Context: an optimization exercise on an open-source flow, tuned for small area, a short achievable clock period and few clock cycles. The choices shown serve that exercise and are no tape-out recipe. Function was checked by simulation only, so behaviour that the tests miss may differ from the original. Power is estimated from default activity; no workload was simulated.

// video_entropy_coder
module video_entropy_coder (
    input  wire        clk,
    input  wire        rst,
    input  wire        cmd_valid,
    output wire        cmd_ready,
    input  wire [31:0] cmd,
    input  wire        coef_valid,
    output wire        coef_ready,
    input  wire [15:0] coef,
    output reg         tok_valid,
    output reg  [2:0]  tok_kind,
    output reg  [20:0] tok_val,
    output reg  [5:0]  tok_run,
    output reg  [3:0]  tok_len,
    output reg         tok_tab,
    output reg         diag_valid
);
For scale: about 4700 cells after synthesis, roughly 1200 flip-flops, ~91 I/O pins, about 0.053 mm^2 of cells after synthesis.
export LEC_CHECK = 0
export CAP_MARGIN = 20
export CORE_MARGIN = 2
export CORE_UTILIZATION = 55
export CTS_CLUSTER_DIAMETER = 70
export CTS_CLUSTER_SIZE = 32
export PLACE_DENSITY = 0.7
export SLEW_MARGIN = 20
create_clock -name core_clock -period 11.0 [get_ports {clk}]
standard.sh (not shown) runs the stock make flow with config.mk's settings and CLKGATE_MAP_FILE= SYNTH_SCRIPT=/design/flow/synth_recipe.tcl, a recipe that flattens the netlist after the stock synthesis.
==> flow/flow/run.sh <==
#!/bin/bash
# The standard layout (the standard.sh: ORFS synthesis to final layout,
# unchanged), with the setup timing repair aimed below the design's clock
# period: repair_timing is asked for SETUP_SLACK_MARGIN ns of setup slack at
# the design's clock and constraints. The SDC is not changed.
set -o pipefail
export SETUP_SLACK_MARGIN=7.7
bash standard.sh > standard.log 2>&1
The first run passed the timing, DRC and antenna checks.
Testbench counts at the start, summed over its fixed seeds: cycles 99,164.
Change:
--- a/flow/flow/run.sh
+++ b/flow/flow/run.sh
@@ -7 +7 @@
-export SETUP_SLACK_MARGIN=7.7
+export SETUP_SLACK_MARGIN=7.65
Settings changed: CTS_CLUSTER_DIAMETER 70 to 80, CTS_CLUSTER_SIZE 32 to 24, TNS_END_PERCENT set to 20.
=> Clock power drops by about 6%; register-to-register slack got worse by 0.04 ns; final cell count barely changes; total power drops by 2.2%.

* * *

video_entropy_coder again, from the RTL that the note above started with.
==> flow/config.mk <==
export PLATFORM = sky130hd
export DESIGN_NAME = video_entropy_coder
export DESIGN_NICKNAME = video_entropy_coder
export VERILOG_FILES = /design/flow/design.v
export SDC_FILE = /design/flow/constraint.sdc
export NUM_CORES = 4
export LEC_CHECK = 0
export CAP_MARGIN = 20
export CORE_MARGIN = 2
export CORE_UTILIZATION = 65
export CTS_CLUSTER_DIAMETER = 80
export CTS_CLUSTER_SIZE = 24
export PLACE_DENSITY = 0.8
export SLEW_MARGIN = 20
==> flow/constraint.sdc <==
create_clock -name core_clock -period 11.0 [get_ports {clk}]
set_input_delay 2.2000 -clock core_clock [delete_from_list [all_inputs] [get_ports {clk}]]
set_output_delay 2.2000 -clock core_clock [all_outputs]
set_load 0.01 [all_outputs]
==> flow/flow/run.sh <==
#!/bin/bash
# The standard layout (the standard.sh: ORFS synthesis to final layout,
# unchanged), with the setup timing repair aimed below the design's clock
# period: repair_timing is asked for SETUP_SLACK_MARGIN ns of setup slack at
# the design's clock and constraints. The SDC is not changed.
set -o pipefail
export SETUP_SLACK_MARGIN=7.9
bash standard.sh > standard.log 2>&1
The baseline completed without violations.
Testbench counts at the start, summed over its fixed seeds: cycles 99,164.
Then changed:
--- a/flow/flow/run.sh
+++ b/flow/flow/run.sh
@@ -7 +7 @@
-export SETUP_SLACK_MARGIN=7.9
+export SETUP_SLACK_MARGIN=7.5
- CORE_UTILIZATION: 65 -> 40
- PLACE_DENSITY: 0.8 -> 0.6
Sequential share of layout area fell by 0.10 points.
Global-route usage came out lower by 14 points.
Clock power went up by about a fifth.
Critical path depth rises by 8.
Via count is lower by a few percent.
Register-to-register slack got worse by 320 ps.
Final area is about the same.
Total power climbs by a few percent.
Clock skew rises by 16 ps.
Then changed:
--- a/flow/flow/run.sh
+++ b/flow/flow/run.sh
@@ -7 +7 @@
-export SETUP_SLACK_MARGIN=7.5
+export SETUP_SLACK_MARGIN=7.7
- CORE_UTILIZATION: 40 -> 60
- PLACE_DENSITY: 0.6 -> 0.75
What happened:
- The new run ran to the end with no violations
- final cell count shrinks by 9.2%
- die area is lower by 33%
- worst setup slack improved by 92 ps
- routed wire length goes down by 6.2%
- worst hold slack is about the same
- register-to-register slack improved by 90 ps
- global-route usage climbs by 12 points
- clock skew is about the same

[what the ideal ports hide]
No port has a modelled driver above. Below, the same layouts with a new extraction and two added sets of constraints. Step 1 assumes that a clkbuf_16 drives the clock port and a buf_2 every other input. Step 2 times the ports against the registers' clock, not the clock port: input delays grow and output delays shrink by t, the midpoint of the rising clock arrivals with the driver on. Slacks: ideal / step 1 / step 2; pairs: ideal / step 1.
run	t, ns	setup slack, ns	pins driven straight from the clock port
the first run of note 1	0.768	7.585 / 7.529 / 7.018	1
the second run of note 1	0.738	7.532 / 7.458 / 7.035	1
the first run of note 2	0.762	7.604 / 7.535 / 6.992	1
the second run of note 2	0.798	7.517 / 7.464 / 6.950	1
the third run of note 2	0.736	7.609 / 7.543 / 7.101	1
After both steps every run listed still meets setup and hold. The setup slack of the first run of note 2, which loses most, moves by -0.069 ns with the drivers and by -0.612 ns with both steps.
